Source: an optimization exercise on an open RTL-to-GDS flow (aim: small area, a short achievable clock period and few clock cycles). Production flows keep margins and buffers that such runs may drop. Function was checked by simulation only, so behaviour that the tests miss may differ from the original. Power and IR drop assume default switching activity.

==> flow/design.v <==
module bprs_core (
    input  wire        clk,
    input  wire        rst,
    input  wire        h_valid,
    input  wire        h_write,
    input  wire [7:0]  h_addr,
    input  wire [63:0] h_wdata,
    output wire        h_ready,
    output reg  [63:0] h_rdata,
    output reg         m_valid,
    output reg         m_write,
    output reg  [12:0] m_addr,
    output reg  [63:0] m_wdata,
    output reg  [7:0]  m_wstrb,
    input  wire        m_ready,
    input  wire [63:0] m_rdata
);
    localparam [3:0] ST_OK          = 4'd0;
    localparam [3:0] ST_CONFIG      = 4'd1;
    localparam [3:0] ST_SIZE        = 4'd2;
    localparam [3:0] ST_SHORT       = 4'd3;
    localparam [3:0] ST_ALIGN       = 4'd4;
    localparam [3:0] ST_UNSUPPORTED = 4'd5;
    localparam [3:0] ST_ILLEGAL     = 4'd6;
    localparam [3:0] ST_OVERLAP     = 4'd7;
    localparam [3:0] ST_BUS         = 4'd8;
    localparam [3:0] OP_ROTL   = 4'h1;
    localparam [3:0] OP_ROTR   = 4'h2;
    localparam [3:0] OP_SFOLD  = 4'h3;
    localparam [3:0] OP_VROTL  = 4'h4;
    localparam [3:0] OP_VROTR  = 4'h5;
    localparam [3:0] OP_VSFOLD = 4'h6;
    localparam [3:0] OP_VSHL   = 4'h7;
    localparam [3:0] OP_VGMSB  = 4'h8;
    localparam [3:0] OP_BPRSE  = 4'h9;
    localparam [3:0] OP_BPRSD  = 4'hA;
    localparam [3:0] OP_BPRVE  = 4'hB;
    localparam [3:0] OP_BPRVD  = 4'hC;
    localparam [2:0] S_IDLE = 3'd0;    
    localparam [2:0] S_EXEC = 3'd1;    
    localparam [2:0] S_VHI  = 3'd2;    
    localparam [2:0] S_C1   = 3'd3;    
    localparam [2:0] S_C2   = 3'd4;    
    localparam [2:0] S_C3   = 3'd5;    
    localparam [2:0] S_RUN  = 3'd6;    
    reg [63:0]  xr [0:7];
    reg [127:0] qr [0:3];
    reg [3:0]   status;
    reg [2:0]   state;
    reg [31:0]  cmd;
    reg         hrdy;
    assign h_ready = hrdy;
    wire [3:0] op   = cmd[31:28];
    wire [1:0] wsel = cmd[27:26];
    wire       sgn  = cmd[25];
    wire [6:0] pw   = cmd[24:18];
    wire [2:0] rd   = cmd[17:15];
    wire [2:0] rs1  = cmd[14:12];
    wire [2:0] rs2  = cmd[11:9];
    wire [5:0] amt  = cmd[8:3];
    wire [6:0] wbits = 7'd8 << wsel;
    reg [31:0] fmt_mask;
    reg        op_valid;
    always @(*) begin
        op_valid = 1'b1;
        fmt_mask = 32'hFFFFFFFF;
        case (op)
            OP_ROTL, OP_ROTR:              fmt_mask = 32'hF3FC0E07;
            OP_SFOLD:                      fmt_mask = 32'hF1FC0FFF;
            OP_VROTL, OP_VROTR, OP_VSHL:   fmt_mask = 32'hF3FE4E07;
            OP_VSFOLD:                     fmt_mask = 32'hF1FE4FFF;
            OP_VGMSB:                      fmt_mask = 32'hF3FC4FFF;
            OP_BPRSE, OP_BPRSD,
            OP_BPRVE, OP_BPRVD:            fmt_mask = 32'hF00001FF;
            default:                       op_valid = 1'b0;
        endcase
    end
    wire illegal = !op_valid || ((cmd & fmt_mask) != {op, 28'd0});
    wire is_vec_class  = (op >= OP_VROTL && op <= OP_VGMSB) || op == OP_BPRVE || op == OP_BPRVD;
    wire is_transform  = (op >= OP_BPRSE && op <= OP_BPRVD);
    wire is_vtransform = (op == OP_BPRVE || op == OP_BPRVD);
    wire is_vprim      = (op >= OP_VROTL && op <= OP_VGMSB);
    wire uses_amt      = (op == OP_ROTL || op == OP_ROTR || op == OP_VROTL || op == OP_VROTR || op == OP_VSHL);
    wire p_pow2  = (pw != 7'd0) && ((pw & (pw - 7'd1)) == 7'd0);
    wire p_legal = p_pow2 && (pw <= wbits);
    reg [2:0] lp;
    always @(*) begin
        case (pw)
            7'd1:  lp = 3'd0;
            7'd2:  lp = 3'd1;
            7'd4:  lp = 3'd2;
            7'd8:  lp = 3'd3;
            7'd16: lp = 3'd4;
            7'd32: lp = 3'd5;
            default: lp = 3'd6;
        endcase
    end
    wire [2:0] lw = {1'b0, wsel} + 3'd3;
    wire [2:0] lk = lw - lp;
    reg [3:0] st_simple;
    always @(*) begin
        st_simple = ST_OK;
        if (illegal)
            st_simple = ST_ILLEGAL;
        else if (is_vec_class && wsel == 2'd3)
            st_simple = ST_UNSUPPORTED;
        else if (uses_amt && ({1'b0, amt} >= wbits))
            st_simple = ST_CONFIG;
        else if (is_transform && !p_legal)
            st_simple = ST_CONFIG;
    end
    reg [2:0] xsel;
    always @(*) begin
        case (state)
            S_IDLE:  xsel = h_addr[5:3];
            S_EXEC:  xsel = is_transform ? rs2 : rs1;
            S_C1:    xsel = rs1;
            default: xsel = rd;
        endcase
    end
    wire [63:0] xval = xr[xsel];
    wire [2:0] qsel = (state == S_IDLE) ? h_addr[5:3] : {rs1[1:0], state == S_VHI};
    wire [127:0] qfull = qr[qsel[2:1]];
    wire [63:0]  qval  = qsel[0] ? qfull[127:64] : qfull[63:0];
    reg [63:0] hval;
    always @(*) begin
        hval = 64'd0;
        if (h_addr < 8'h40)
            hval = xval;
        else if (h_addr < 8'h80)
            hval = qval;
        else if (h_addr == 8'h88)
            hval = {60'd0, status};
        else if (h_addr == 8'h90)
            hval = 64'd1;
    end
    wire [63:0] wmask = (wsel == 2'd3) ? {64{1'b1}} : ((64'd1 << wbits) - 64'd1);
    wire [63:0] p_src = is_vprim ? qval : (xval & wmask);
    wire [5:0]  wm1   = wbits[5:0] - 6'd1;
    wire [5:0]  ramt  = (op == OP_ROTR || op == OP_VROTR) ? ((6'd0 - amt) & wm1) : amt;
    reg [63:0] rs_st [0:6];
    integer ri, rk;
    always @(*) begin
        rs_st[0] = p_src;
        for (rk = 0; rk < 6; rk = rk + 1) begin
            for (ri = 0; ri < 64; ri = ri + 1) begin
                if (!ramt[rk])
                    rs_st[rk+1][ri] = rs_st[rk][ri];
                else begin
                    case (wsel)
                        2'd0:    rs_st[rk+1][ri] = rs_st[rk][(ri & ~7)  | ((ri - (1 << rk)) & 7)];
                        2'd1:    rs_st[rk+1][ri] = rs_st[rk][(ri & ~15) | ((ri - (1 << rk)) & 15)];
                        2'd2:    rs_st[rk+1][ri] = rs_st[rk][(ri & ~31) | ((ri - (1 << rk)) & 31)];
                        default: rs_st[rk+1][ri] = rs_st[rk][(ri - (1 << rk)) & 63];
                    endcase
                end
            end
        end
    end
    wire [63:0] p_rot = rs_st[6];
    reg [63:0] p_shm, p_fold;
    reg [7:0]  p_gm;
    integer fi;
    always @(*) begin
        for (fi = 0; fi < 64; fi = fi + 1) begin
            case (wsel)
                2'd0: begin
                    p_shm[fi]  = (fi[2:0] >= amt);
                    p_fold[fi] = p_src[fi] ^ (sgn && p_src[fi | 7] && (fi[2:0] != 3'd7));
                end
                2'd1: begin
                    p_shm[fi]  = (fi[3:0] >= amt);
                    p_fold[fi] = p_src[fi] ^ (sgn && p_src[fi | 15] && (fi[3:0] != 4'd15));
                end
                2'd2: begin
                    p_shm[fi]  = (fi[4:0] >= amt);
                    p_fold[fi] = p_src[fi] ^ (sgn && p_src[fi | 31] && (fi[4:0] != 5'd31));
                end
                default: begin
                    p_shm[fi]  = 1'b1;
                    p_fold[fi] = p_src[fi] ^ (sgn && p_src[63] && (fi != 63));
                end
            endcase
        end
        for (fi = 0; fi < 8; fi = fi + 1) begin
            case (wsel)
                2'd0:    p_gm[fi] = p_src[fi*8 + 7];
                2'd1:    p_gm[fi] = (fi < 4) ? p_src[fi*16 + 15] : 1'b0;
                default: p_gm[fi] = (fi < 2) ? p_src[fi*32 + 31] : 1'b0;
            endcase
        end
    end
    reg [63:0] p_res;
    always @(*) begin
        case (op)
            OP_SFOLD, OP_VSFOLD: p_res = p_fold;
            OP_VSHL:             p_res = p_rot & p_shm;
            default:             p_res = p_rot;
        endcase
    end
    reg [7:0] gm_lo;
    wire [63:0] gm_res = (wsel == 2'd0) ? {48'd0, p_gm, gm_lo} :
                         (wsel == 2'd1) ? {56'd0, p_gm[3:0], gm_lo[3:0]} :
                                          {60'd0, p_gm[1:0], gm_lo[1:0]};
    wire [1:0]  lbytes = wsel;
    wire [66:0] n_b    = {3'd0, xval} << lbytes;           
    wire [6:0]  kmask  = (7'd1 << lk) - 7'd1;
    wire [4:0]  lmask  = (5'd16 >> lbytes) - 5'd1;
    reg  [63:0] c_b;         
    reg         c_bbig;      
    reg         c_bnz;       
    reg         c_short, c_size, c_alsrc, c_aldst, c_bus;
    reg  [63:0] c_src;
    reg  [64:0] c_diff;      
    reg  [15:0] c_dst;
    wire [63:0] bmask = {61'd0, 3'd7} >> (2'd3 - lbytes);
    wire        al_bad = is_vtransform ? (xval[3:0] != 4'd0) : ((xval & bmask) != 64'd0);
    wire [17:0] bus_sum = {1'b0, xval[16:0]} + {1'b0, c_b[16:0]};
    wire        bus_bad = c_bnz && (c_bbig || (c_b[63:17] != 47'd0) || (xval[63:17] != 47'd0) ||
                                    (bus_sum > 18'd65536));
    wire        d_neg = c_diff[64];
    wire [65:0] ov_a  = {c_diff[64], c_diff};
    wire [65:0] ov_b  = {2'b00, c_b};
    wire [65:0] ov_t  = d_neg ? (ov_a + ov_b) : (ov_a - ov_b);
    wire        ov_cmp = d_neg ? (!ov_t[65] && (ov_t != 66'd0)) : ov_t[65];
    wire        overlap = c_bnz && (c_bbig || ov_cmp);
    reg [3:0] st_final;
    always @(*) begin
        st_final = ST_OK;
        if (c_short)
            st_final = ST_SHORT;
        else if (c_size)
            st_final = ST_SIZE;
        else if (c_alsrc || c_aldst)
            st_final = ST_ALIGN;
        else if (overlap)
            st_final = ST_OVERLAP;
        else if (c_bus)
            st_final = ST_BUS;
    end
    reg         e_enc, e_sgn;
    reg  [1:0]  e_ws;         
    reg  [2:0]  e_lp, e_lk;   
    reg  [15:0] e_src, e_dst;
    reg  [16:0] e_b;          
    reg  [16:0] e_sgb;        
    reg  [13:0] e_c;          
    reg  [13:0] e_nwo;        
    reg  [2:0]  e_gb;         
    reg  [3:0]  e_endb;       
    wire        e_big = e_lk[2];
    wire [6:0]  e_d   = 7'd64 >> e_lk;           
    wire [3:0]  e_nl  = e_big ? 4'd8 : (4'd1 << e_lk);
    wire [2:0]  e_as  = e_src[2:0];
    wire [2:0]  e_ad  = e_dst[2:0];
    reg [511:0] lb;           
    reg [63:0]  raw;   reg raw_v;
    reg [5:0]   raw_s; reg raw_part; reg [2:0] raw_o;
    reg [63:0]  carry;
    reg [63:0]  rr;    reg rr_v;
    reg [63:0]  tt;    reg tt_v;
    reg [63:0]  uu;    reg uu_v;
    reg [63:0]  xd;    reg xd_v;
    reg [12:0]  xd_addr;
    reg [7:0]   xd_strb;
    reg [5:0]   pt_s; reg pt_part; reg [2:0] pt_o;
    reg [12:0]  l_ptr   [0:7];
    reg [2:0]   l_fs    [0:7];
    reg         l_first [0:7];
    reg [6:0]   l_aux   [0:7];    
    reg         l_infl  [0:7];
    reg [3:0]   su_cnt;           
    reg [16:0]  su_addr;
    reg [12:0]  s_ptr;
    reg [13:0]  s_left;
    reg         s_havec;
    reg [13:0]  s_made;
    reg [13:0]  cd;               
    reg [7:0]   pend;             
    reg [1:0]   fl_state;         
    reg         e_lastc;
    reg [19:0]  dx;               
    reg         rs_act;           
    reg         rs_cap;           
    reg [5:0]   rs_s;
    reg         rs_part;
    reg [16:0]  rs_pa;
    reg [16:0]  rs_off;
    reg [3:0]   rs_cnt;           
    reg         rs_wait;          
    reg [13:0]  ow;               
    reg [511:0] lb_sh;
    integer bi;
    always @(*) begin
        for (bi = 0; bi < 512; bi = bi + 1) begin
            case (e_lk)
                3'd0: lb_sh[bi] = ((bi % 512) >= 448) ? tt[(bi / 512) * 64 + (bi % 512) - 448] : lb[(bi + 64) % 512];
                3'd1: lb_sh[bi] = ((bi % 256) >= 224) ? tt[(bi / 256) * 32 + (bi % 256) - 224] : lb[(bi + 32) % 512];
                3'd2: lb_sh[bi] = ((bi % 128) >= 112) ? tt[(bi / 128) * 16 + (bi % 128) - 112] : lb[(bi + 16) % 512];
                3'd3: lb_sh[bi] = ((bi % 64) >= 56)   ? tt[(bi / 64) * 8 + (bi % 64) - 56]     : lb[(bi + 8) % 512];
                3'd4: lb_sh[bi] = ((bi % 32) >= 28)   ? tt[(bi / 32) * 4 + (bi % 32) - 28]     : lb[(bi + 4) % 512];
                3'd5: lb_sh[bi] = ((bi % 16) >= 14)   ? tt[(bi / 16) * 2 + (bi % 16) - 14]     : lb[(bi + 2) % 512];
                default: lb_sh[bi] = ((bi % 8) >= 7)  ? tt[(bi / 8)] : lb[(bi + 1) % 512];
            endcase
        end
    end
    reg [63:0] ug;
    integer ui;
    always @(*) begin
        for (ui = 0; ui < 64; ui = ui + 1) begin
            case (e_lk)
                3'd0: ug[ui] = lb[(ui / 64) * 512 + (ui % 64)];
                3'd1: ug[ui] = lb[(ui / 32) * 256 + (ui % 32)];
                3'd2: ug[ui] = lb[(ui / 16) * 128 + (ui % 16)];
                3'd3: ug[ui] = lb[(ui / 8) * 64 + (ui % 8)];
                3'd4: ug[ui] = lb[(ui / 4) * 32 + (ui % 4)];
                3'd5: ug[ui] = lb[(ui / 2) * 16 + (ui % 2)];
                default: ug[ui] = lb[ui * 8];
            endcase
        end
    end
    wire [2:0]  tr_w  = e_enc ? {1'b0, e_ws} + 3'd3 : 3'd6 - e_lk;
    wire [63:0] tr_in = e_enc ? rr : uu;
    reg  [63:0] tr_out;
    integer ti, tw_i, tp_i;
    always @(*) begin
        tr_out = tr_in;
        for (tw_i = 1; tw_i < 6; tw_i = tw_i + 1) begin
            for (tp_i = 0; tp_i < tw_i; tp_i = tp_i + 1) begin
                if (tr_w == tw_i && e_lp == tp_i) begin
                    for (ti = 0; ti < 64; ti = ti + 1)
                        tr_out[(((ti >> tp_i) & ((1 << (tw_i - tp_i)) - 1)) << (6 - tw_i + tp_i)) |
                               ((ti >> tw_i) << tp_i) | (ti & ((1 << tp_i) - 1))] = tr_in[ti];
                end
            end
        end
    end
    wire [63:0] rv_in = e_enc ? xd : raw;
    reg  [63:0] rv_out;
    integer vi;
    always @(*) begin
        for (vi = 0; vi < 64; vi = vi + 1) begin
            case (e_ws)
                2'd0: rv_out[vi] = rv_in[(vi & ~7)  | (7  - (vi & 7))];
                2'd1: rv_out[vi] = rv_in[(vi & ~15) | (15 - (vi & 15))];
                2'd2: rv_out[vi] = rv_in[(vi & ~31) | (31 - (vi & 31))];
                default: rv_out[vi] = rv_in[63 - vi];
            endcase
        end
    end
    reg [7:0] sb_rev;
    integer sbi;
    always @(*) begin
        for (sbi = 0; sbi < 8; sbi = sbi + 1) begin
            case (e_ws)
                2'd0: sb_rev[sbi] = xd_strb[sbi];
                2'd1: sb_rev[sbi] = xd_strb[sbi ^ 1];
                2'd2: sb_rev[sbi] = xd_strb[sbi ^ 3];
                default: sb_rev[sbi] = xd_strb[sbi ^ 7];
            endcase
        end
    end
    wire [63:0]  fn_hi = e_enc ? raw : rr;
    wire [2:0]   fn_a  = e_enc ? e_as : e_ad;
    wire [63:0]  fn_lo = (fn_a == 3'd0) ? fn_hi : carry;
    wire [2:0]   fn_sh = e_enc ? e_as : (3'd0 - e_ad);
    wire [127:0] fn_w  = {fn_hi, fn_lo} >> {fn_sh, 3'b000};
    wire [63:0]  fn_out = fn_w[63:0];
    wire [63:0] f_in = e_enc ? fn_out : tt;
    reg  [63:0] f_out;
    integer gi;
    always @(*) begin
        for (gi = 0; gi < 64; gi = gi + 1) begin
            case (e_ws)
                2'd0: f_out[gi] = ((gi & 7) == 7)   ? f_in[gi] : (f_in[(gi & ~7)  | (6  - (gi & 7))]  ^ (e_sgn & f_in[gi | 7]));
                2'd1: f_out[gi] = ((gi & 15) == 15) ? f_in[gi] : (f_in[(gi & ~15) | (14 - (gi & 15))] ^ (e_sgn & f_in[gi | 15]));
                2'd2: f_out[gi] = ((gi & 31) == 31) ? f_in[gi] : (f_in[(gi & ~31) | (30 - (gi & 31))] ^ (e_sgn & f_in[gi | 31]));
                default: f_out[gi] = (gi == 63)     ? f_in[gi] : (f_in[62 - gi] ^ (e_sgn & f_in[63]));
            endcase
        end
    end
    reg  [2:0]   x_p;
    reg  [3:0]   x_off;
    wire [63:0]  x_hi = lb[{x_p, 6'd0} +: 64];
    wire [63:0]  x_lo = lb[{x_p - 3'd1, 6'd0} +: 64];
    wire [127:0] x_w  = {x_hi, x_lo} >> {x_off, 3'b000};
    wire [63:0]  x_out = x_w[63:0];
    reg  [4:0]   ld_sh;        
    reg  [15:0]  ld_mask;
    reg  [2:0]   ld_q;
    reg  [127:0] ld_bus;
    integer lj, lbb;
    always @(*) begin
        for (lj = 0; lj < 16; lj = lj + 1) begin
            ld_bus[lj*8 +: 8] = 8'd0;
            for (lbb = 0; lbb < 8; lbb = lbb + 1)
                if (lj - lbb + 8 == ld_sh)
                    ld_bus[lj*8 +: 8] = rv_out[lbb*8 +: 8];
        end
    end
    function [7:0] bmask_f;
        input [3:0] lo;
        input [3:0] hi;
        integer k;
        begin
            for (k = 0; k < 8; k = k + 1)
                bmask_f[k] = (k >= lo) && (k < hi);
        end
    endfunction
    wire run      = (state == S_RUN);
    wire port_free = !m_valid || m_ready;
    wire rd_out   = m_valid && !m_write;           
    reg  [7:0] l_need, l_ready, l_cross;
    reg  [7:0] l_flush;
    integer li;
    always @(*) begin
        for (li = 0; li < 8; li = li + 1) begin
            l_need[li]  = (li < e_nl) && (su_cnt > li) && !l_infl[li] &&
                          (l_aux[li] < e_d) && ({13'd0, l_aux[li]} < dx);
            l_ready[li] = (li >= e_nl) || ((su_cnt > li) && !l_infl[li] &&
                          ((l_aux[li] >= e_d) || ({13'd0, l_aux[li]} >= dx)));
            l_cross[li] = (li < e_nl) && ({1'b0, l_aux[li][5:0]} + e_d >= 7'd64);
            l_flush[li] = (li < e_nl) && (l_aux[li][5:3] > e_gb);
        end
    end
    function [2:0] ffs8;
        input [7:0] v;
        begin
            ffs8 = v[0] ? 3'd0 : v[1] ? 3'd1 : v[2] ? 3'd2 : v[3] ? 3'd3 :
                   v[4] ? 3'd4 : v[5] ? 3'd5 : v[6] ? 3'd6 : 3'd7;
        end
    endfunction
    wire [2:0] need_s = ffs8(l_need);
    wire [2:0] pend_s = ffs8(pend);
    wire [2:0]  pc_o   = rs_pa[2:0];
    wire [6:0]  pc_b7  = {rs_cnt, 3'b000} >> e_lk;
    wire [4:0]  pc_b   = pc_b7[4:0];                                   
    wire [2:0]  pc_ts  = (e_lk == 3'd4) ? {rs_s[0], 2'b00} :
                         (e_lk == 3'd5) ? {rs_s[1:0], 1'b0} : rs_s[2:0];   
    wire [2:0]  pc_p   = (e_lk == 3'd4) ? rs_s[3:1] : (e_lk == 3'd5) ? rs_s[4:2] : rs_s[5:3];
    wire [4:0]  pc_end = {2'b00, pc_o} + pc_b;                        
    wire        pc_two = (pc_end > 5'd8);
    wire [5:0]  e_k    = (e_lk == 3'd4) ? 6'd15 : (e_lk == 3'd5) ? 6'd31 : 6'd63;    
    reg        want_rd;
    reg [12:0] rd_addr;
    reg [5:0]  rd_s; reg rd_part; reg [2:0] rd_o;
    wire [2:0] e_cnt3 = {2'b00, raw_v} + {2'b00, rr_v} + {2'b00, tt_v} + {2'b00, rd_out};
    always @(*) begin
        want_rd = 1'b0;
        rd_addr = s_ptr;
        rd_s = 6'd0; rd_part = 1'b0; rd_o = 3'd0;
        if (run) begin
            if (e_enc) begin
                want_rd = (s_left != 14'd0) && (e_cnt3 < 3'd3);
                rd_addr = s_ptr;
            end else if (!e_big) begin
                want_rd = (l_need != 8'd0);
                rd_addr = l_ptr[need_s];
                rd_s    = {3'd0, need_s};
            end else begin
                want_rd = rs_act && !rs_wait;
                rd_addr = rs_pa[15:3] + {12'd0, rs_part};
                rd_s    = rs_s;
                rd_part = rs_part;
                rd_o    = pc_o;
            end
        end
    end
    wire wr_sel   = run && xd_v && (e_enc || !want_rd);
    wire rd_sel   = want_rd && !wr_sel;
    wire xd_take  = port_free && wr_sel;
    wire rd_issue = port_free && rd_sel;
    wire xd_free  = !xd_v || xd_take;
    wire dep_ok   = e_big ? !rs_act : ((su_cnt == e_nl) && (pend == 8'd0) && (fl_state == 2'd0));
    wire dep_go   = run && e_enc && tt_v && dep_ok;
    wire e_tt_free = !tt_v || dep_go;
    wire e_tr_go  = run && e_enc && rr_v && e_tt_free;
    wire e_rr_free = !rr_v || e_tr_go;
    wire e_raw_c  = run && e_enc && raw_v && (e_as != 3'd0) && !s_havec;        
    wire e_chunk  = run && e_enc && raw_v && ((e_as == 3'd0) || s_havec) && e_rr_free;
    wire e_flush  = run && e_enc && !raw_v && (s_left == 14'd0) && !rd_out && (e_as != 3'd0) &&
                    (s_made != e_c) && e_rr_free;
    wire d_last   = (ow == e_nwo - 14'd1);
    wire d_xd_go  = run && !e_enc && rr_v && xd_free;
    wire d_flush  = run && !e_enc && !rr_v && (ow == e_c) && (ow != e_nwo) && xd_free;
    wire d_rr_free = !rr_v || d_xd_go;
    wire d_f_go   = run && !e_enc && tt_v && d_rr_free;
    wire d_tt_free = !tt_v || d_f_go;
    wire d_tr_go  = run && !e_enc && uu_v && d_tt_free;
    wire d_uu_free = !uu_v || d_tr_go;
    wire d_cap    = run && !e_enc && d_uu_free && (cd != e_c) &&
                    (e_big ? (rs_cap && (rs_cnt != 4'd0)) : ((su_cnt == e_nl) && (l_ready == 8'hFF)));
    wire [2:0] pd_fsb = l_fs[pend_s];
    wire [2:0] pd_mpb = l_aux[pend_s][5:3];
    wire       sc_go  = run && e_enc && !e_big && (pend != 8'd0) && xd_free;
    wire [3:0] sc_lo  = l_first[pend_s] ? {1'b0, pd_fsb} : 4'd0;
    wire [3:0] sc_hi  = (fl_state == 2'd1) ? ({1'b0, pd_mpb} - {1'b0, e_gb}) :
                        (e_lastc && (pd_mpb < e_gb)) ? (4'd8 - ({1'b0, e_gb} - {1'b0, pd_mpb})) : 4'd8;
    wire       pc_go  = run && e_enc && e_big && rs_act && xd_free;
    reg  [3:0] pc_skip;
    always @(*) begin
        case (e_lk)
            3'd4:    pc_skip = (rs_cnt == 4'd8) ? 4'd0 : 4'd2;    
            3'd5:    pc_skip = (rs_cnt == 4'd8) ? 4'd0 : 4'd1;
            default: pc_skip = 4'd0;
        endcase
    end
    wire [3:0] pc_start = 4'd8 + {1'b0, pc_ts} + pc_skip;
    always @(*) begin
        x_p   = 3'd0;
        x_off = 4'd0;
        if (!e_big) begin
            x_p   = (({3'd0, pend_s} + 6'd1) << (3'd3 - e_lk)) - 6'd1;
            x_off = (fl_state == 2'd1) ? (4'd0 - {1'b0, pd_mpb}) : (4'd8 - {1'b0, pd_mpb});
        end else begin
            x_p   = pc_p;
            x_off = rs_part ? (pc_start + 4'd8 - {1'b0, pc_o}) : (pc_start - {1'b0, pc_o});
        end
    end
    wire       ld_go = run && !e_enc && raw_v;
    wire [2:0] ld_ls = raw_s[2:0];
    wire       ld_first = l_first[ld_ls];
    wire [2:0] ld_fs = l_fs[ld_ls];
    wire [3:0] ld_vb = l_aux[ld_ls][6:3];
    wire [4:0] r_pb  = pc_b;
    wire [2:0] r_ts  = (e_lk == 3'd4) ? {raw_s[0], 2'b00} :
                       (e_lk == 3'd5) ? {raw_s[1:0], 1'b0} : raw_s[2:0];
    always @(*) begin
        ld_sh   = 5'd8;
        ld_mask = 16'd0;
        ld_q    = 3'd0;
        if (!e_big) begin
            ld_q = ld_ls << (3'd3 - e_lk);
            if (ld_first) begin
                ld_sh   = 5'd8 - {2'b00, ld_fs};
                ld_mask = {8'd0, bmask_f(4'd0, 4'd8 - {1'b0, ld_fs})};
            end else begin
                ld_sh   = 5'd8 + {1'b0, ld_vb};
                ld_mask = {8'd0, 8'hFF} << ld_vb;
            end
        end else begin
            ld_q = (e_lk == 3'd4) ? raw_s[3:1] : (e_lk == 3'd5) ? raw_s[4:2] : raw_s[5:3];
            if (!raw_part) begin
                ld_sh   = 5'd8 + {2'b00, r_ts} - {2'b00, raw_o};
                ld_mask = {8'd0, bmask_f({1'b0, r_ts}, ({1'b0, r_ts} + ((r_pb > (5'd8 - {2'b00, raw_o})) ?
                                          (4'd8 - {1'b0, raw_o}) : r_pb[3:0])))};
            end else begin
                ld_sh   = 5'd16 + {2'b00, r_ts} - {2'b00, raw_o};
                ld_mask = {8'd0, bmask_f({1'b0, r_ts} + 4'd8 - {1'b0, raw_o}, {1'b0, r_ts} + r_pb[3:0])};
            end
        end
    end
    integer i, s;
    always @(posedge clk) begin
        if (rst) begin
            state  <= S_IDLE;
            hrdy   <= 1'b0;
            status <= ST_OK;
            cmd    <= 32'd0;
            for (i = 0; i < 8; i = i + 1) xr[i] <= 64'd0;
            for (i = 0; i < 4; i = i + 1) qr[i] <= 128'd0;
            m_valid <= 1'b0;
            m_write <= 1'b0;
            raw_v  <= 1'b0;
            rr_v   <= 1'b0;
            tt_v   <= 1'b0;
            uu_v   <= 1'b0;
            xd_v   <= 1'b0;
        end else begin
            case (state)
                S_IDLE: begin
                    if (hrdy) begin
                        hrdy <= 1'b0;
                    end else if (h_valid) begin
                        if (!h_write) begin
                            h_rdata <= hval;
                            hrdy    <= 1'b1;
                        end else if (h_addr == 8'h80) begin
                            cmd   <= h_wdata[31:0];
                            state <= S_EXEC;
                        end else begin
                            if (h_addr < 8'h40)
                                xr[h_addr[5:3]] <= h_wdata;
                            else if (h_addr < 8'h80) begin
                                if (h_addr[3])
                                    qr[h_addr[5:4]][127:64] <= h_wdata;
                                else
                                    qr[h_addr[5:4]][63:0] <= h_wdata;
                            end
                            hrdy <= 1'b1;
                        end
                    end
                end
                S_EXEC: begin
                    if (st_simple != ST_OK) begin
                        status <= st_simple;
                        hrdy   <= 1'b1;
                        state  <= S_IDLE;
                    end else if (is_transform) begin
                        c_b     <= n_b[63:0];
                        c_bbig  <= (n_b[66:64] != 3'd0);
                        c_bnz   <= (n_b != 67'd0);
                        c_short <= is_vtransform && (n_b < 67'd16);
                        c_size  <= ((xval[6:0] & kmask) != 7'd0) ||
                                   (is_vtransform && ((xval[4:0] & lmask) != 5'd0));
                        state   <= S_C1;
                    end else if (is_vprim) begin
                        if (op == OP_VGMSB)
                            gm_lo <= p_gm;
                        else
                            qr[rd[1:0]][63:0] <= p_res;
                        state <= S_VHI;
                    end else begin
                        xr[rd] <= p_res;
                        status <= ST_OK;
                        hrdy   <= 1'b1;
                        state  <= S_IDLE;
                    end
                end
                S_VHI: begin
                    if (op == OP_VGMSB)
                        xr[rd] <= gm_res;
                    else
                        qr[rd[1:0]][127:64] <= p_res;
                    status <= ST_OK;
                    hrdy   <= 1'b1;
                    state  <= S_IDLE;
                end
                S_C1: begin
                    c_src   <= xval;
                    c_alsrc <= al_bad;
                    c_bus   <= bus_bad;
                    state   <= S_C2;
                end
                S_C2: begin
                    c_dst   <= xval[15:0];
                    c_diff  <= {1'b0, c_src} - {1'b0, xval};
                    c_aldst <= al_bad;
                    c_bus   <= c_bus || bus_bad;
                    state   <= S_C3;
                end
                S_C3: begin
                    status <= st_final;
                    if (st_final != ST_OK || !c_bnz) begin
                        hrdy  <= 1'b1;
                        state <= S_IDLE;
                    end else begin
                        state <= S_RUN;
                    end
                end
                default: ;
            endcase
            if (state == S_C3) begin
                e_enc   <= (op == OP_BPRSE || op == OP_BPRVE);
                e_sgn   <= sgn;
                e_ws    <= wsel;
                e_lp    <= lp;
                e_lk    <= lk;
                e_src   <= c_src[15:0];
                e_dst   <= c_dst;
                e_b     <= c_b[16:0];
                e_sgb   <= c_b[16:0] >> lk;
                e_c     <= (c_b[16:0] + 17'd7) >> 3;
                e_nwo   <= ({14'd0, c_dst[2:0]} + c_b[16:0] + 17'd7) >> 3;
                e_endb  <= (((c_dst[2:0] + c_b[2:0]) & 3'd7) == 3'd0) ? 4'd8 : {1'b0, (c_dst[2:0] + c_b[2:0]) & 3'd7};
                e_gb    <= ((3'd0 - c_b[2:0]) & 3'd7) >> lk;     
                s_ptr   <= c_src[15:3];
                s_left  <= ({14'd0, c_src[2:0]} + c_b[16:0] + 17'd7) >> 3;
                s_havec <= 1'b0;
                s_made  <= 14'd0;
                cd      <= 14'd0;
                pend    <= 8'd0;
                fl_state <= 2'd0;
                e_lastc <= 1'b0;
                dx      <= {c_b[16:0], 3'b000} >> lk;
                su_cnt  <= 4'd0;
                su_addr <= (op == OP_BPRSE || op == OP_BPRVE) ? {1'b0, c_dst} : c_src[16:0];
                rs_act  <= (op == OP_BPRSD || op == OP_BPRVD) && lk[2];
                rs_cap  <= 1'b0;
                rs_s    <= 6'd0;
                rs_part <= 1'b0;
                rs_pa   <= c_src[16:0];
                rs_off  <= 17'd0;
                rs_cnt  <= ((op == OP_BPRSE || op == OP_BPRVE) || (((c_b[16:0] + 17'd7) >> 3) >= 17'd8)) ? 4'd8 :
                           ((c_b[16:0] + 17'd7) >> 3);
                rs_wait <= 1'b0;
                ow      <= 14'd0;
                for (i = 0; i < 8; i = i + 1) l_infl[i] <= 1'b0;
            end
            if (run) begin
                if (!e_big && su_cnt != e_nl) begin
                    for (i = 0; i < 8; i = i + 1)
                        if (su_cnt == i) begin
                            l_ptr[i]   <= su_addr[15:3];
                            l_fs[i]    <= su_addr[2:0];
                            l_first[i] <= 1'b1;
                            l_aux[i]   <= e_enc ? {1'b0, su_addr[2:0], 3'b000} : 7'd0;
                        end
                    su_addr <= su_addr + e_sgb;
                    su_cnt  <= su_cnt + 4'd1;
                end
            end
            if (port_free) begin
                if (xd_take) begin
                    m_valid <= 1'b1;
                    m_write <= 1'b1;
                    m_addr  <= xd_addr;
                    m_wdata <= e_enc ? rv_out : xd;
                    m_wstrb <= e_enc ? sb_rev : xd_strb;
                end else if (rd_issue) begin
                    m_valid <= 1'b1;
                    m_write <= 1'b0;
                    m_addr  <= rd_addr;
                    pt_s    <= rd_s;
                    pt_part <= rd_part;
                    pt_o    <= rd_o;
                end else begin
                    m_valid <= 1'b0;
                end
            end
            if (m_valid && m_ready && !m_write) begin
                raw      <= m_rdata;
                raw_s    <= pt_s;
                raw_part <= pt_part;
                raw_o    <= pt_o;
            end
            if (rd_issue && e_enc) begin
                s_ptr  <= s_ptr + 13'd1;
                s_left <= s_left - 14'd1;
            end
            if (e_raw_c) begin
                carry   <= raw;
                s_havec <= 1'b1;
            end
            if (e_chunk || e_flush) begin
                carry  <= raw;
                rr     <= f_out;
                s_made <= s_made + 14'd1;
            end
            if (e_tr_go)
                tt <= tr_out;
            if (dep_go) begin
                lb <= lb_sh;
                cd <= cd + 14'd1;
                if (!e_big) begin
                    for (i = 0; i < 8; i = i + 1)
                        l_aux[i] <= {1'b0, l_aux[i][5:0] + e_d[5:0]};
                    pend <= l_cross;
                    if (cd + 14'd1 == e_c)
                        e_lastc <= 1'b1;
                end else begin
                    if (rs_cnt == 4'd1 || cd + 14'd1 == e_c) begin
                        rs_act  <= 1'b1;
                        rs_s    <= 6'd0;
                        rs_part <= 1'b0;
                        rs_pa   <= {1'b0, e_dst} + rs_off;
                        rs_cnt  <= 4'd8 - rs_cnt + 4'd1;    
                    end else
                        rs_cnt <= rs_cnt - 4'd1;
                end
            end
            if (sc_go) begin
                pend[pend_s] <= 1'b0;
                for (i = 0; i < 8; i = i + 1)
                    if (pend_s == i) begin
                        l_ptr[i]   <= l_ptr[i] + 13'd1;
                        l_first[i] <= 1'b0;
                    end
            end
            if (run && e_enc && !e_big && e_lastc && pend == 8'd0 && fl_state == 2'd0 && !sc_go) begin
                fl_state <= 2'd1;
                pend     <= l_flush;
            end else if (run && e_enc && !e_big && fl_state == 2'd1 && pend == 8'd0) begin
                fl_state <= 2'd2;
            end
            if (pc_go) begin
                if (!rs_part && pc_two)
                    rs_part <= 1'b1;
                else begin
                    rs_part <= 1'b0;
                    rs_s    <= rs_s + 6'd1;
                    rs_pa   <= rs_pa + e_sgb;
                    if (rs_s == e_k) begin
                        rs_act <= 1'b0;
                        rs_off <= rs_off + {10'd0, e_d};      
                        rs_cnt <= 4'd8;
                    end
                end
            end
            if (rd_issue && !e_enc) begin
                if (!e_big) begin
                    for (i = 0; i < 8; i = i + 1)
                        if (need_s == i) begin
                            l_infl[i] <= 1'b1;
                            l_ptr[i]  <= l_ptr[i] + 13'd1;
                        end
                end else begin
                    if (!rs_part && pc_two)
                        rs_part <= 1'b1;
                    else begin
                        rs_part <= 1'b0;
                        rs_s    <= rs_s + 6'd1;
                        rs_pa   <= rs_pa + e_sgb;
                        if (rs_s == e_k)
                            rs_wait <= 1'b1;
                    end
                end
            end
            if (ld_go) begin
                for (i = 0; i < 8; i = i + 1) begin
                    for (s = 0; s < 8; s = s + 1) begin
                        if (ld_q == i && ld_mask[s])
                            lb[i*64 + s*8 +: 8] <= ld_bus[s*8 +: 8];
                        if (!e_big && ld_q + 3'd1 == i && ld_mask[8 + s])
                            lb[i*64 + s*8 +: 8] <= ld_bus[64 + s*8 +: 8];
                    end
                end
                if (!e_big) begin
                    for (i = 0; i < 8; i = i + 1)
                        if (ld_ls == i) begin
                            l_infl[i]  <= 1'b0;
                            l_first[i] <= 1'b0;
                            l_aux[i]   <= l_aux[i] + (l_first[i] ? (7'd64 - {1'b0, l_fs[i], 3'b000}) : 7'd64);
                        end
                end
            end
            if (run && !e_enc && e_big && rs_wait && !rd_out && !raw_v) begin
                rs_wait <= 1'b0;
                rs_act  <= 1'b0;
                rs_cap  <= 1'b1;
            end
            if (d_cap) begin
                uu <= ug;
                lb <= lb_sh;
                cd <= cd + 14'd1;
                if (!e_big) begin
                    for (i = 0; i < 8; i = i + 1)
                        l_aux[i] <= (l_aux[i] >= e_d) ? (l_aux[i] - e_d) : 7'd0;
                    dx <= (dx > {13'd0, e_d}) ? (dx - {13'd0, e_d}) : 20'd0;
                end else begin
                    rs_cnt <= rs_cnt - 4'd1;
                    if (rs_cnt == 4'd1) begin
                        rs_cap  <= 1'b0;
                        rs_off  <= rs_off + {10'd0, e_d};
                        if (cd + 14'd1 != e_c) begin
                            rs_act  <= 1'b1;
                            rs_s    <= 6'd0;
                            rs_part <= 1'b0;
                            rs_pa   <= {1'b0, e_src} + rs_off + {10'd0, e_d};
                            rs_cnt  <= ((e_c - cd - 14'd1) >= 14'd8) ? 4'd8 : (e_c[3:0] - cd[3:0] - 4'd1);
                        end
                    end
                end
            end
            if (d_tr_go)
                tt <= tr_out;
            if (d_f_go)
                rr <= f_out;
            if (d_xd_go || d_flush) begin
                if (d_xd_go)
                    carry <= rr;
                ow <= ow + 14'd1;
            end
            if (sc_go) begin
                xd      <= x_out;
                xd_addr <= l_ptr[pend_s];
                xd_strb <= bmask_f(sc_lo, sc_hi);
            end else if (pc_go) begin
                xd      <= x_out;
                xd_addr <= rs_pa[15:3] + {12'd0, rs_part};
                xd_strb <= rs_part ? bmask_f(4'd0, pc_end[3:0] - 4'd8) :
                                     bmask_f({1'b0, pc_o}, pc_two ? 4'd8 : pc_end[3:0]);
            end else if (d_xd_go || d_flush) begin
                xd      <= fn_out;
                xd_addr <= e_dst[15:3] + ow[12:0];
                xd_strb <= bmask_f((ow == 14'd0) ? {1'b0, e_ad} : 4'd0, d_last ? e_endb : 4'd8);
            end
            raw_v <= (m_valid && m_ready && !m_write) ||
                     (raw_v && !(e_raw_c || e_chunk || ld_go));
            rr_v  <= (e_chunk || e_flush || d_f_go) || (rr_v && !(e_tr_go || d_xd_go));
            tt_v  <= (e_tr_go || d_tr_go) || (tt_v && !(dep_go || d_f_go));
            uu_v  <= d_cap || (uu_v && !d_tr_go);
            xd_v  <= (sc_go || pc_go || d_xd_go || d_flush) || (xd_v && !xd_take);
            if (run) begin
                if ((e_enc ? (e_big ? (cd == e_c && !rs_act) : (fl_state == 2'd2))
                           : (ow == e_nwo)) &&
                    !xd_v && !want_rd && (!m_valid || m_ready)) begin
                    hrdy  <= 1'b1;
                    state <= S_IDLE;
                    m_valid <= 1'b0;
                end
            end
        end
    end
endmodule
==> flow/run.sh <==
#!/bin/bash
# synth_recipe.tcl (not shown) runs the flow's synth.tcl, then flattens the netlist and writes it again
# the make line also repeats each setting of config.mk as NAME=value (left out here)
make -C /OpenROAD-flow-scripts/flow DESIGN_CONFIG=/design/flow/config.mk WORK_HOME=/design/flow/orfs CLKGATE_MAP_FILE= SYNTH_SCRIPT=/design/flow/synth_recipe.tcl finish
==> flow/config.mk <==
export PLATFORM = sky130hd
export DESIGN_NAME = bprs_core
export DESIGN_NICKNAME = bprs_core
export VERILOG_FILES = /design/flow/design.v
export SDC_FILE = /design/flow/constraint.sdc
export NUM_CORES = 8
export LEC_CHECK = 0
export CAP_MARGIN = 20
export CORE_MARGIN = 2
export CORE_UTILIZATION = 25
export PLACE_DENSITY = 0.35
export SLEW_MARGIN = 20
==> flow/constraint.sdc <==
create_clock -name core_clock -period 14.0 [get_ports {clk}]
set_input_delay 2.8000 -clock core_clock [delete_from_list [all_inputs] [get_ports {clk}]]
set_output_delay 2.8000 -clock core_clock [all_outputs]
set_load 0.01 [all_outputs]
==> run notes <==
cells in the mapped netlist, types with 71 or more instances:
library cell	instances
o211ai_1	382
a22o_1	145
xnor2_1	427
xor2_1	356
nand2b_1	124
o22ai_1	535
inv_1	681
nand4_1	162
or3_1	83
a311oi_1	133
a221o_1	298
o21ai_1	85
a21oi_1	2151
o2111ai_1	71
o21bai_1	81
nand2_1	3317
a221oi_1	630
a2111oi_0	104
clkbuf_1	2221
nor3_1	340
o21a_1	109
mux2_2	512
a32oi_1	113
mux4_2	163
and3_1	201
a21o_1	189
o31ai_1	111
and2_1	158
nor2b_1	456
nand3_1	746
mux2i_1	1218
buf_1	456
buf_2	86
edfxtp_1	2794
ha_1	593
nor2_1	2623
o21ai_0	1799
o221ai_1	235
a211oi_1	500
nor4_1	89
a31oi_1	254
a22oi_1	871
a222oi_1	224
state kept, by name, summed over array words and instances, names as in the netlist, 65 cells and up:
name / count
lb: 512
l_ptr: 104
c_diff: 65
xr: 512
qr: 512
power by group through the flow:
stage               Combinational (mW)  Clock (mW)  Sequential [mW]
detailed placement                3.98           0             10.1
floorplan                         1.84           0             9.95
finish                            4.28        10.8             9.90
global route                      4.22        11.1             9.91
CTS                               4.00        10.9             9.88
global placement                  3.98           0             10.1
metal layers:
layer  up-vias  global-route usage
li1     105300                   -
met1    138100              0.5047
met2     22360              0.5451
met3      5729              0.1656
met4       106              0.3234
met5         -            0.008730
per-stage QoR:
stage | hold slack [ns] | instances | worst slack [ns]
final | 0.3798 | 40720 | 3.659
after global routing | 0.4173 | 40370 | 3.387
after CTS | 0.3819 | 40240 | 3.680
after detailed placement | 0.4062 | 39520 | 2.576
after global placement | 0.4011 | 39490 | 2.102
after floorplan | 0.4003 | 27770 | 0.1418
worst max-delay path, delay by kind of cell:
kind                   cells  cell delay [ns]
and+or+nand+nor            4             1.70
AOI/OAI and AO/OA         11             4.93
buffers and inverters      4             1.74
how the worst min path moves through the flow:
stage	slack, ns	start	endpoint	depth (start not counted)
2_1_floorplan	0.40	pt_o[0]$_SDFFCE_PP0P_	raw_o[0]$_DFFE_PP_	0
3_3_place_gp	0.40	pt_s[0]$_SDFFCE_PP0P_	raw_s[0]$_DFFE_PP_	0
3_5_place_dp	0.41	pt_s[0]$_SDFFCE_PP0P_	raw_s[0]$_DFFE_PP_	0
4_1_cts	0.38	pt_s[5]$_SDFFCE_PP0P_	raw_s[5]$_DFFE_PP_	0
5_1_grt	0.42	pt_s[5]$_SDFFCE_PP0P_	raw_s[5]$_DFFE_PP_	0
6_report	0.38	pt_part$_SDFFCE_PP0P_	raw_part$_DFFE_PP_	0
logic make-up (layout without fill, tap and decap cells):
family | after synthesis | count (layout) | synth area share
adders and majority gates | 649 | 649 | 0.03589
and+or+nand+nor | 8515 | 8515 | 0.1569
xor gates and xnor gates | 783 | 783 | 0.02882
other | 0 | 462 | 0
AOI/OAI and AO/OA | 9575 | 9575 | 0.2734
muxes | 1898 | 1898 | 0.09116
DFF | 2848 | 2848 | 0.3571
buffers and inverters | 3504 | 3386 | 0.05673
final cells by class:
| type | instances | area [um^2] |
|---|---|---|
| diodes | 462 | 1156 |
| clock buffers | 497 | 10720 |
| clock inverters | 223 | 2228 |
| fillers | 101200 | 673300 |
| inverters | 697 | 2670 |
| multi-input cells | 21420 | 142400 |
| flip-flops and latches | 2848 | 84990 |
| well taps | 12600 | 15770 |
| repair buffers | 1969 | 16300 |
==> impl_metrics.ini <==
[logic_synthesis]
syn_avg_cell_area_um2 = 8.569
ys_types = 120
synth_nets = 28560
ys_ff_latch = 2848
syn_inst = 27770
synth-async-reset-ratio = 0
synth_edf_count = 2794
synth_ff_type = edfxtp_1
yosysTopAreaCell = edfxtp_1
syn-cell-area_um2 = 238000
ys_seq_area_frac = 0.3571
synth_area_leaders = edfxtp_1 (35%), nand2_1 (5.2%), mux2i_1 (5.1%)
yosysWarnings = 7
synth_top_area_frac = 0.3525

[clock_tree]
cts_inserted_buffers = 409
clock-root-buffer = clkbuf_16
post_cts_buffers = 0
cts_hold_buf = 0
cts.repair.resized = 0
cts_tree = yes
cts_buffer_depth = 5
clock-sinks = 2848
clk_latency_ns = 1.12
clk_pin_slew_worst_paths_ns = 0.06
cts_max_level = 5

[setup_path]
arrival_ns = 11.33
rrSetupSlack_ns = 4.54
cp.required_ns = 14.99
reg2regPathDepth = 19
cp_max_fo = 41
end_kind = flop
r2r_start = e_lk[0]$_DFFE_PP_
cp-endpoint = qr[2][36]$_SDFFCE_PN0P_
crit_chain = clkdlybuf4s50_1, or4b_4, nand2_2, buf_4, a211oi_1, a311o_1, a21oi_1, buf_4, a31oi_4, buf_4, a32oi_1, o211ai_1, o31ai_1, a22oi_1, a31oi_1, nor4_1, o32ai_1, a22o_1, nor2b_1
crit_type = input pin to flop
slowest_stage = a21oi_1
cp-start-kind = input pin
r2r-end = lb[347]$_DFFE_PN_
critPathLaunch = h_addr[4]
critical_path.max_stage_delay_ns = 0.98
cp_common_cell = buf_4

[route]
wl_met1_um = 798700
wl_per_cell_um = 49.98
wl_met3_um = 248000
dr_wl_met2_um = 792900
wl_um = 2035000
drc = 0
highest_layer = met5
drt_first_iter_violations = 49400
num_vias = 271600
drt-vias-per-instance = 6.671
first_pass_iters = 13
ant_nets = 4

[worst_hold_path]
hold_path.class = flop to flop

[power]
p_int_mw = 16.87
p_leak_nw = 98.33
p_comb_frac = 0.172
pwr-share-seq = 0.397
p_switching_mw = 8.067
pwr-share-clk = 0.431
power_mw = 24.94
ir_drop_uv = 104.1
p_per_area_nw_per_um2 = 90.26
swShare = 0.3235

[floorplan]
fp.dieW_um = 979.7
io_pins = 293
design.core.area_um2 = 949600
num_rows = 358
die_h_um = 979.7
die_area_um2 = 959800
start_util = 0.2506

[sta]
finalSetupViolCount = 0
max_freq_mhz = 96.70
min_period_ns = 10.34
fin_skew_ns = 0.1432
rsz0062_at_grt = no
slew_violations = 0
hold_viol_final = 0
tns_ns = 0
relSlewSlack = 0.01374
timing.final.crit_share = 0.7386
worst_pin_slew_ns = 1.479

[run_status]
so.violations = antenna violations
status = failed layout checks

[grt]
grt_pass1_wl_um = 2587000
grt_pass1_vias = 238400
grt_antenna_before_repair = 411
grt_max_degree = 153
grt_overflow_total = 0
grtUsageTotal = 0.4052

[cells_and_area]
final_common_cell = nand2_1
design_area_um2 = 276300
final_util = 0.2909
fin_nets = 28140
layout_common_cells = nand2_1 (3272), edfxtp_1 (2794), nor2_1 (2544)
drive_gt1_frac = 0.1304
synthToLayoutAreaGrowth_pct = 16.08

[placed_design]
placed_area_um2 = 261800
gp_congestion = 1.096
portBuffers = 292
dp.final_hpwl_um = 1487000

[flow_run]
maxCapViolations = 0
Testbench counts, summed over its fixed seeds: cycles 30,499.

==> port drivers added, routing unchanged <==
How much do the figures lean on ideal ports? The routed layout below was timed once more, with nothing changed but the port constraints. Step 1 assumes that a clkbuf_16 drives the clock port and a buf_2 every other input. Step 2 moves the port delays by t, midway between the first and last clock arrival at a register: inputs arrive t later, outputs are due t later. That takes back most of the time a late clock gives input paths. a / b / c = no drivers / after step 1 / after step 2; a / b = the first two.
t, ns: 1.227
setup WS [ns]: 3.659 / 3.678 / 2.451
hold slack, ns: 0.380 / 0.380 / 0.380
cell pins on the clock port's net: 1
For this run, drivers alone change the setup slack by +0.019 ns; drivers and shift together by -1.208 ns.
